Source: an optimization exercise on an open RTL-to-GDS flow (aim: small area). Production flows keep margins and buffers that such runs may drop. Function was checked by simulation only, so behaviour that the tests miss may differ from the original. The clock port is modelled as an ideal driver; clocking choices that lean on that would not hold on a real chip. Power is estimated from default activity; no workload was simulated.

$ cat flow/flow/abc_area.tcl
# Replaces the abc step of the standard synthesis: the same cells and registers,
# but an area-oriented script (SAT-based resynthesis, area mapping), run with
# several seeds in parallel; the smallest result is kept.
proc abc {args} {
  set w $::env(FLOW_WORK)/abc_runs
  file mkdir $w
  set i [lsearch -exact $args -D]
  if {$i >= 0} { set args [lreplace $args $i [expr {$i + 1}]] }
  set i [lsearch -exact $args -script]
  set libs {}
  foreach {k v} $args { if {$k eq "-liberty"} { lappend libs -liberty $v } }
  yosys write_rtlil $w/pre_abc.il
  set f [open $::env(FLOW_WORK)/flow/area.abc.in r]; set tmpl [read $f]; close $f
  foreach seed $::env(ABC_SEEDS) {
    set f [open $w/area_$seed.abc w]
    puts -nonewline $f [string map [list @SEED@ $seed] $tmpl]
    close $f
    set a [lreplace $args [expr {$i + 1}] [expr {$i + 1}] $w/area_$seed.abc]
    set f [open $w/run_$seed.ys w]
    puts $f "read_rtlil $w/pre_abc.il"
    puts $f "abc $a"
    puts $f "write_rtlil $w/post_$seed.il"
    puts $f "tee -q -o $w/area_$seed.txt stat $libs"
    close $f
  }
  set ys yosys
  if {[info exists ::env(YOSYS_EXE)] && $::env(YOSYS_EXE) ne ""} { set ys $::env(YOSYS_EXE) }
  exec sh -c "printf '%s\\n' $::env(ABC_SEEDS) | xargs -P $::env(ABC_JOBS) -I@ sh -c '$ys -q -s $w/run_@.ys > $w/log_@.txt 2>&1'"
  set best_area 1e18
  set best_seed -1
  foreach seed $::env(ABC_SEEDS) {
    if {[catch {open $w/area_$seed.txt r} f]} { puts "abc seed $seed: no result"; continue }
    set rep [read $f]; close $f
    if {![regexp {Chip area for (?:top )?module[^:]*:\s*([0-9.]+)} $rep -> area]} { continue }
    puts "abc seed $seed: area $area"
    if {$area < $best_area} { set best_area $area; set best_seed $seed }
  }
  puts "abc: kept seed $best_seed, area $best_area"
  yosys read_rtlil -overwrite $w/post_$best_seed.il
}
$ cat flow/constraint.sdc
create_clock -name core_clock -period 44.0 [get_ports {clk}]
set_input_delay 8.8000 -clock core_clock [delete_from_list [all_inputs] [get_ports {clk}]]
set_output_delay 8.8000 -clock core_clock [all_outputs]
set_load 0.01 [all_outputs]
$ cat flow/flow/post_cts.tcl
# Downsize the clock tree's buffers: each buffer takes the smallest of
# CLOCK_BUF_CELLS (smallest first) that keeps the slew at every clock pin it
# drives under CLOCK_SLEW_LIMIT (ns), as estimated from the placement.
proc clk_tree_max_slew { } {
  estimate_parasitics -placement
  set mx 0
  foreach p [get_pins -hierarchical */CLK] {
    set s [get_property $p slew_max]
    if {$s > $mx} { set mx $s }
  }
  return $mx
}
set limit $::env(CLOCK_SLEW_LIMIT)
set block [ord::get_db_block]
set bufs {}
foreach inst [$block getInsts] {
  if {[string match "clkbuf_*" [$inst getName]]} { lappend bufs [$inst getName] }
}
# leaves first, the root last
set bufs [lsort -decreasing $bufs]
foreach name $bufs {
  set inst [$block findInst $name]
  set orig [[$inst getMaster] getName]
  foreach cell $::env(CLOCK_BUF_CELLS) {
    if {$cell eq $orig} { break }
    replace_cell $name $cell
    if {[clk_tree_max_slew] <= $limit} { break }
    replace_cell $name $orig
  }
  puts "clock buffer $name: [[[$block findInst $name] getMaster] getName]"
}
detailed_placement
puts "clock tree max clock-pin slew: [clk_tree_max_slew]"
$ cat flow/design.v
module hdu_popcount32 (
    input  wire [31:0] v,
    output reg  [5:0]  count
);
    integer i;
    always @* begin
        count = 6'd0;
        for (i = 0; i < 32; i = i + 1)
            count = count + {5'd0, v[i]};
    end
endmodule
module hdu_top (
    input  wire        clk,
    input  wire        rst,         
    input  wire        in_valid,
    output reg         in_ready,
    input  wire [31:0] in_cmd,
    input  wire [31:0] in_opa,
    input  wire [31:0] in_opb,
    output reg         out_valid,
    output wire [31:0] out_result,
    output wire [31:0] out_status
);
    localparam [31:0] E_OQ = 32'he077ae6c;    
    localparam [31:0] E_B0 = 32'h000009af;
    localparam [31:0] E_B1 = 32'h00007650;
    reg        cfg_valid;
    reg        cfg_mod;
    reg [5:0]  cfg_thresh;
    reg [5:0]  val;           
    wire       tag = val[5] & val[4];
    reg        hit;
    reg [2:0]  cause;
    wire       fault = |cause;
    reg [4:0]  js;            
    reg [2:0]  pi;            
    reg [3:0]  best;          
    reg [3:0]  bidx;          
    wire [4:0] j      = js ^ 5'b01111;
    wire       jfirst = js == 5'b00000;
    wire       jlast  = js == 5'b10000;
    wire       jpen   = js == 5'b01000;      
    wire [4:0] js_nx  = {js[3:0], js[4] ^ js[2] ^ (js[3:0] == 4'd0)};
    wire tm  = tag & cfg_mod;
    wire tq0 = tm & ~val[1];
    wire tq1 = tm &  val[1];
    wire tb0 = tag & ~cfg_mod & ~val[0];
    wire tb1 = tag & ~cfg_mod &  val[0];
    wire rq_0011 = ((val[2] & ~val[0]) | (val[2] & val[0])) ^ val[3];
    wire lq0_0011 = tq0 & rq_0011;
    wire rq_0000 = (1'b0) ^ val[3];
    wire lq1_0000 = tq1 & rq_0000;
    wire rq_0111 = ((~val[2] & val[0]) | (val[2] & ~val[0]) | (val[2] & val[0])) ^ val[3];
    wire lq0_0111 = tq0 & rq_0111;
    wire rq_1101 = ((~val[2] & ~val[0]) | (~val[2] & val[0]) | (val[2] & val[0])) ^ val[3];
    wire lq1_1101 = tq1 & rq_1101;
    wire rq_1111 = (1'b1) ^ val[3];
    wire lq0_1111 = tq0 & rq_1111;
    wire rq_1001 = ((~val[2] & ~val[0]) | (val[2] & val[0])) ^ val[3];
    wire lq1_1001 = tq1 & rq_1001;
    wire rq_1000 = ((~val[2] & ~val[0])) ^ val[3];
    wire lq0_1000 = tq0 & rq_1000;
    wire rq_0010 = ((val[2] & ~val[0])) ^ val[3];
    wire lq0_0010 = tq0 & rq_0010;
    wire rq_0100 = ((~val[2] & val[0])) ^ val[3];
    wire lq1_0100 = tq1 & rq_0100;
    wire rq_1110 = ((~val[2] & ~val[0]) | (~val[2] & val[0]) | (val[2] & ~val[0])) ^ val[3];
    wire lq0_1110 = tq0 & rq_1110;
    wire lq1_1110 = tq1 & rq_1110;
    wire lq1_0111 = tq1 & rq_0111;
    wire lq0_0100 = tq0 & rq_0100;
    wire rq_1011 = ((~val[2] & ~val[0]) | (val[2] & ~val[0]) | (val[2] & val[0])) ^ val[3];
    wire lq1_1011 = tq1 & rq_1011;
    wire lq0_0000 = tq0 & rq_0000;
    wire rq_1100 = ((~val[2] & ~val[0]) | (~val[2] & val[0])) ^ val[3];
    wire lq1_1100 = tq1 & rq_1100;
    wire lq0_1101 = tq0 & rq_1101;
    wire lq0_1001 = tq0 & rq_1001;
    wire lq1_1111 = tq1 & rq_1111;
    wire lq1_0010 = tq1 & rq_0010;
    wire lq1_1000 = tq1 & rq_1000;
    wire lq0_1011 = tq0 & rq_1011;
    wire rq_0001 = ((val[2] & val[0])) ^ val[3];
    wire lq1_0001 = tq1 & rq_0001;
    wire lq0_1100 = tq0 & rq_1100;
    wire rq_0110 = ((~val[2] & val[0]) | (val[2] & ~val[0])) ^ val[3];
    wire lq1_0110 = tq1 & rq_0110;
    wire lq0_0001 = tq0 & rq_0001;
    wire lq1_0011 = tq1 & rq_0011;
    wire lq0_0110 = tq0 & rq_0110;
    assign out_result[0] = lq0_0011 | lq1_0000 | tb0 | (~tag & val[0]);
    assign out_result[1] = lq0_0111 | lq1_1101 | tb0 | (~tag & val[1]);
    assign out_result[2] = lq0_1111 | lq1_1001 | tb0 | (~tag & val[2]);
    assign out_result[3] = lq0_1000 | lq1_1101 | tb0 | (~tag & val[3]);
    assign out_result[4] = lq0_0010 | lq1_0100 | tb1 | (~tag & val[4]);
    assign out_result[5] = lq0_1110 | lq1_1110 | tb0 | (~tag & val[5]);
    assign out_result[6] = lq0_1110 | lq1_0111 | tb1;
    assign out_result[7] = lq0_0100 | lq1_1011 | tb0;
    assign out_result[8] = lq0_0000 | lq1_1100 | tb0;
    assign out_result[9] = lq0_1101 | lq1_1101 | tb1;
    assign out_result[10] = lq0_1001 | lq1_1111 | tb1;
    assign out_result[11] = lq0_1101 | lq1_0010 | tb0;
    assign out_result[12] = lq0_0100 | lq1_1000 | tb1;
    assign out_result[13] = lq0_1110 | lq1_1011 | tb1;
    assign out_result[14] = lq0_0111 | lq1_1011 | tb1;
    assign out_result[15] = lq0_1011 | lq1_0001;
    assign out_result[16] = lq0_1100 | lq1_0000;
    assign out_result[17] = lq0_1101 | lq1_0111;
    assign out_result[18] = lq0_1111 | lq1_0110;
    assign out_result[19] = lq0_0010 | lq1_0111;
    assign out_result[20] = lq0_1000 | lq1_0001;
    assign out_result[21] = lq0_1011 | lq1_1011;
    assign out_result[22] = lq0_1011 | lq1_1101;
    assign out_result[23] = lq0_0001 | lq1_1110;
    assign out_result[24] = lq0_0000 | lq1_0011;
    assign out_result[25] = lq0_0111 | lq1_0111;
    assign out_result[26] = lq0_0110 | lq1_1111;
    assign out_result[27] = lq0_0111 | lq1_1000;
    assign out_result[28] = lq0_0001 | lq1_0010;
    assign out_result[29] = lq0_1011 | lq1_1110;
    assign out_result[30] = lq0_1101 | lq1_1110;
    assign out_result[31] = 1'b0;
    assign out_status = {fault, 11'd0, 1'b0, cause, 2'd0, cfg_thresh, 5'd0,
                         cfg_mod, cfg_valid, hit};
    wire [3:0] op     = in_cmd[3:0];
    wire       rsv_ok = ~|in_cmd[31:4];
    wire       is_hd  = rsv_ok && op == 4'h1;
    wire       is_cfg = rsv_ok && op == 4'h2;
    wire       is_enc = rsv_ok && op == 4'h3;
    wire       is_dec = rsv_ok && op == 4'h4;
    wire       cbit   = cfg_mod ? E_OQ[{j[4:2] + pi, j[1:0]}]
                                : (pi[0] ? E_B1[j] : E_B0[j]);
    wire       oa     = in_opa[j];
    wire       ob     = in_opb[j];
    wire       x      = oa ^ (is_hd ? ob : cbit);
    wire       chk_run = in_valid && (is_cfg || is_enc);
    wire       a_lim4  = is_enc && cfg_mod;
    wire       a_in    = oa && (a_lim4 ? (|j[4:2]) : (|j));
    wire       b_in    = ob && (in_opa[0] ? ((|j[4:3]) || (j[2] && j[1])) : (|j[4:2]));
    wire       fa     = best[0] | a_in;      
    wire       fb     = best[1] | b_in;
    wire       illegal  = !(is_hd | is_cfg | is_enc | is_dec);
    wire       not_cfgd = (is_enc | is_dec) && !cfg_valid;
    reg  [2:0] code;
    always @* begin
        code = 3'd0;
        if (illegal)                                 code = 3'd1;
        else if (is_cfg && fa)                       code = 3'd2;
        else if (is_cfg && (fb || (in_opa[0] && in_opb[5] && (|in_opb[4:0]))))
                                                     code = 3'd3;
        else if (not_cfgd)                           code = 3'd4;
        else if (is_enc && fa)                       code = 3'd5;
    end
    wire       live   = !fault && code == 3'd0;    
    wire       go     = in_valid & ~in_ready;      
    wire       accept = in_valid & in_ready;       
    wire       hd_run  = in_valid && !fault && is_hd;
    wire       dec_run = in_valid && !fault && is_dec && cfg_valid;
    wire       dec_beg = dec_run && jfirst && pi == 3'd0;
    wire       thr_big = cfg_thresh[5] | cfg_thresh[4];
    wire       h       = val[4];
    wire [3:0] dd      = val[3:0] ^ {4{h}};
    wire       cin     = hit ? (h | ~bidx[3]) : (in_opa[31] & ~thr_big);
    wire       better  = ({1'b0, dd} + {4'd0, cin}) <= {1'b0, best};
    wire       upd     = dec_run && jlast && better && (cfg_mod || !h);
    wire [2:0] lastp   = is_dec ? (cfg_mod ? 3'd7 : 3'd1) : 3'd0;
    wire       quick   = fault || illegal || not_cfgd;
    always @(posedge clk) begin
        if (dec_beg) begin
            best <= thr_big ? 4'hf : cfg_thresh[3:0];
            bidx <= 4'd0;
        end else if (upd) begin
            best <= dd;
            bidx <= {h, pi};
        end else if (chk_run) begin
            best[0] <= (jfirst ? 1'b0 : best[0]) | a_in;
            best[1] <= (jfirst ? 1'b0 : best[1]) | b_in;
        end
        if (rst) begin
            cfg_valid  <= 1'b0;
            cfg_mod    <= 1'b0;
            cfg_thresh <= 6'd0;
            val        <= 6'd0;
            hit        <= 1'b0;
            cause      <= 3'd0;
            js         <= 5'd0;
            pi         <= 3'd0;
            in_ready   <= 1'b0;
            out_valid  <= 1'b0;
        end else begin
            out_valid <= accept;
            if (in_ready) begin
                js <= 5'd0;
                pi <= 3'd0;
            end else if (go) begin
                js <= js_nx;
                if (jlast)
                    pi <= pi + 3'd1;
            end
            if (go && (quick || (jpen && pi == lastp)))
                in_ready <= 1'b1;
            if (accept)
                in_ready <= 1'b0;
            if (hd_run || (dec_run && !jlast))
                val <= (jfirst ? 6'd0 : val) + {5'd0, x};
            if (dec_beg)
                hit <= 1'b0;
            else if (upd)
                hit <= 1'b1;
            if (hd_run)
                hit <= 1'b0;
            if (accept) begin
                if (!fault && code != 3'd0)
                    cause <= code;
                if (live && is_dec)
                    val <= {2'b00, upd ? {h, pi} : bidx};
                if (live && is_cfg) begin
                    cfg_valid  <= 1'b1;
                    cfg_mod    <= in_opa[0];
                    cfg_thresh <= in_opb[5:0];
                    val        <= 6'd0;
                    hit        <= 1'b0;
                end
                if (live && is_enc) begin
                    val <= {2'b11, in_opa[3:0]};
                    hit <= 1'b0;
                end
            end
        end
    end
endmodule
$ cat flow/flow/run.sh
#!/bin/bash
# Layout flow: the standard ORFS flow, with
#  - synthesis: the standard synthesis script, but with no adder cells and an
#    area-oriented abc step (flow/abc_area.tcl, several seeds in parallel);
#    registers are unchanged;
#  - buf_1 port buffers, synthesis buffers removed, a small clock tree
#    (flow/post_cts.tcl).
set -euo pipefail
W=$PWD
export FLOW_WORK=$W
export ABC_SEEDS="$(seq -s " " 1 64)"
export ABC_JOBS=${NUM_CORES:-4}
{ head -n 1 synth_recipe.tcl
  cat flow/abc_area.tcl
  tail -n +2 synth_recipe.tcl; } > flow_synth.tcl
export BUFFER_PORTS_ARGS="-buffer_cell sky130_fd_sc_hd__buf_1"
export REMOVE_ABC_BUFFERS=1
export SKIP_REPAIR_TIE_FANOUT=1
export CTS_ARGS="-sink_clustering_enable -repair_clock_nets -buf_list {sky130_fd_sc_hd__clkbuf_8} -dont_use_dummy_load"
# after CTS, each clock buffer is downsized while the clock-pin slew stays low
export POST_CTS_TCL=$W/flow/post_cts.tcl
export CLOCK_BUF_CELLS="sky130_fd_sc_hd__clkbuf_2 sky130_fd_sc_hd__clkbuf_4 sky130_fd_sc_hd__clkbuf_8"
export CLOCK_SLEW_LIMIT=0.110
bash standard.sh SYNTH_SCRIPT=$W/flow_synth.tcl ADDER_MAP_FILE= > make_flow.log 2>&1
$ cat flow/flow/area.abc.in
&get -n
&st
&deepsyn -T 6 -S @SEED@
&dch -f -x
&nf -a -R 1000 -F 20 -A 20
&put
$ cat flow/config.mk
export PLATFORM = sky130hd
export DESIGN_NAME = hdu_top
export DESIGN_NICKNAME = hdu_top
export VERILOG_FILES = /design/flow/design.v
export SDC_FILE = /design/flow/constraint.sdc
export NUM_CORES = 4
export LEC_CHECK = 0
export CAP_MARGIN = 20
export CORE_MARGIN = 2
export CORE_UTILIZATION = 40
export GPL_TIMING_DRIVEN = 0
export SLEW_MARGIN = 20
$ cat flow/standard.sh
#!/bin/bash
# synth_recipe.tcl (not shown) runs the flow's synth.tcl, then flattens the netlist and writes it again
# the make line also repeats each setting of config.mk as NAME=value (left out here)
make -C /OpenROAD-flow-scripts/flow DESIGN_CONFIG=/design/flow/config.mk WORK_HOME=/design/flow/orfs CLKGATE_MAP_FILE= SYNTH_SCRIPT=/design/flow/synth_recipe.tcl "${@:-finish}"
==> notes.md <==
status=complete, no violations; cell count after synthesis=roughly 400; Filler cells=around 740; # IOs=between 150 and 200; #FFs+latches synth=36; CP arrival=between 10000 and 15000 ps; asr flop ratio synth=0%; Max Clock Freq=0.0815 GHz; WL/cell=15.2 um; post-synth top area share=22.2%; synth warn=1; # nets final=635; fin area=0.00343 sq mm; Clock Latency Late Sink=380 ps; largest net degree at the start of global routing=22; Hold Path Class=flop to flop; Final Util=49.9%; final worst-path cycle share=between 20% and 30%; TNS Setup=0 ps; Pwr Density=18.9 mW/mm^2; Antenna diodes=0; Cell Area, Placed=0.00339 sq mm; port bufs=around 140; maxcap violations=0; sequential element share of the synthesized area=26.4%; P_leak=1.12 nW; endpoints failing setup=0; final worst slack=31740 ps; area leader, netlist=dfxtp_1; GRT overflow=0; worst-path fanout max=8; pins over their slew limit=0; pre-CTS WS=31460 ps; Switch Pwr=approximately 0.020 mW; Area Overhead vs Synth=19.0%; CTS tree=yes; DP HPWL=7390 um; clock network power share=26.1%; vias in the first global route=3206; Core ar.=0.00687 sq mm; die extent in x=between 80 and 90 um; worst path required time=44230 ps; Setup Skew=between 20 and 30 ps; Die ar.=~0.008 sq mm; layout cells sized above 1=1.69%; initial antenna violation count=0; Crit Path Class=input port to flop; Critical Path Sink Type=flop; critical path's slowest cell=nor3_1; measured slew at the worst slew-check pin=882 ps; CP max stage delay=320 ps; vias=3539; Initial Util=42.0%; Syn Area/Cell=7.08 sq um; VDD IR-drop max=0.00758 mV; Netlist cell types=45; synthesized area=0.00288 sq mm; Flop pwr share=52.6%; startpoint types=input port; Post-route DRC=0; EDFF count, synth=4; num rows=30; Final Wtd Congestion=0.889; Detailed Route Iter0 Violations=238; RSZ-0062 raised after global routing=false; Chip Height=88.9 um; clk sinks=36; post-DR vias/cell=5.62; Post-DRT Antenna Nets=0; CP cell instances=buf_1, nor4_1, nand4_1, nor3_1, nand3_1, o21ai_0, a41o_1, nor2b_1, nor3_1, nor2b_1, and3_1, and3_1, nor2b_1, nor2_1, nand2_1, nor2_1, a221oi_1, o21ai_0; sw frac=30.7%; GRT Util Overall=24.5%; fin crit period=roughly 12000 ps; Final Hold Viols=0; DR pass1 iterations=5; first-pass GRT wire length=about 15000 um; Synth area leaders=dfxtp_1, o22ai_1, o21ai_0, nand2_1, buf_4; Worst slew margin=40.6%; ys flop type=dfxtp_1; Routed WL=9590 um; Worst-path clk slew=80 ps; Min Hold Slack=481 ps; Comb power frac=21.4%; Pint=around 0.045 mW; cell repeated most along the worst path=nor2b_1
-- area by class of cell --
cell class | count | area (sq um) | area share, %
Clock buffer | 5 | 41.3 | 1.20
Inverter | 15 | 56.3 | 1.64
Multi-Input combinational cell | 332 | 1900 | 55.3
Sequential cell | 36 | 761 | 22.2
Tap cell | 96 | 120 | 3.50
Timing Repair Buffer | 146 | 553 | 16.1
-- cell usage in the layout, fill, tap and decap left out, types with 10 or more instances in the layout --
master and n:
o22ai_1 33, nand2_1 52, xnor2_1 10, nor3_1 19, o21ai_0 39, a22o_1 12, nor2_1 43, dfxtp_1 32
buf_1 144, clkinv_1 15, a21oi_1 24, nand3_1 16
-- path summary, 6_finish.rpt --
| path | from | end | slack [ps] | cells after the start |
|---|---|---|---|---|
| min reg2reg | cause[0] | cause[0] | 480 | 2 |
| min | cause[0] | cause[0] | 480 | 2 |
| max | in_cmd[3] | val[3] | 31740 | 18 |
| max reg2reg | js[1] | val[0] | 39250 | 18 |
-- power groups by stage --
stage	logic (mW)	registers [mW]	clock network, mW
detailed placement	0.0137	0.0348	0
finish	0.0138	0.0340	0.0169
floorplan	0.00765	0.0347	0
global placement	0.0136	0.0348	0
global route	0.0154	0.0341	0.0186
-- cell families after synthesis --
| logic type | Yosys count | share of synthesized area (%) |
|---|---|---|
| simple gates | 167 | 26.7 |
| compound gates | 140 | 30.9 |
| buf+inv | 39 | 8.20 |
| flops | 36 | 26.4 |
| xor+xnor | 16 | 4.86 |
| mux | 6 | 2.08 |
| fa+ha+maj | 2 | 0.694 |
| other cells | 1 | 0.130 |
-- worst max-delay path: cells and delay by family --
family                 cells  cell delay (ps)
AND/OR/NAND/NOR           13             2820
AO/OA/AOI/OAI              4              800
buffers and inverters      1               70
-- sequential cells by signal, summed over array words and instances, names as in the netlist --
signal	cells
js	5
pi	3
cfg_valid	1
in_ready	1
hit	1
bidx	4
cause	3
out_valid	1
best	4
val	6
cfg_mod	1
cfg_thresh	6
-- synthesized netlist by cell type (3+ instances only) --
cell type and instances:
nand2_1 52, nor2_1 43, o21ai_0 39, o22ai_1 33
dfxtp_1 32, a21oi_1 24, buf_4 24, nor3_1 19
nand3_1 16, clkinv_1 15, a22o_1 12, xnor2_1 10
nor4_1 9, mux2i_1 6, xor2_1 6, and3_1 4
edfxtp_1 4, nand2b_1 4, nand4_1 4, nor2b_1 4
o221ai_1 4, or2_0 4, a221oi_1 3, a31oi_1 3
o211ai_1 3, o22a_1 3, or3_1 3
-- through the flow --
step,std cells,power (mW)
after floorplan,383,0.0424
after global placement,623,0.0483
after detailed placement,625,0.0485
after global routing,630,0.0681
final,630,0.0647
-- metal layers --
metal / global-route usage (%) / vias to the layer above / routed length (um)
met5: 0 / - / 0
met4: 7.44 / 0 / 141
met3: 4.16 / 14 / 646
met2: 41.2 / 147 / 4590
met1: 32.1 / 1610 / 4220
li1: - / 1768 / -

## separate check: timing with driven ports
The flow's constraints put no driver on any port. The routed layout listed below was extracted and timed again, unchanged, in two steps. Step 1 (the two cells are an assumption about what drives the block):
set clk [get_ports {clk}]
set_driving_cell -lib_cell sky130_fd_sc_hd__clkbuf_16 $clk
set_driving_cell -lib_cell sky130_fd_sc_hd__buf_2 [delete_from_list [all_inputs] $clk]
Step 2 times the ports against the registers' clock, not the clock port: input delays grow and output delays shrink by t, the midpoint of the rising clock arrivals with the driver on. a / b / c = ideal / step 1 / step 2; a / b = the first two.
shift t [ns]: 0.391
setup slack, ns: 31.736 / 31.742 / 31.352
hold slack, ns: 0.481 / 0.481 / 0.481
worst setup path after step 2: input to register
worst register clock-pin slew, ns: 0.11 / 0.11
After both steps this run still meets setup and hold. For this run, drivers alone change the setup slack by +0.006 ns; drivers and shift together by -0.384 ns.
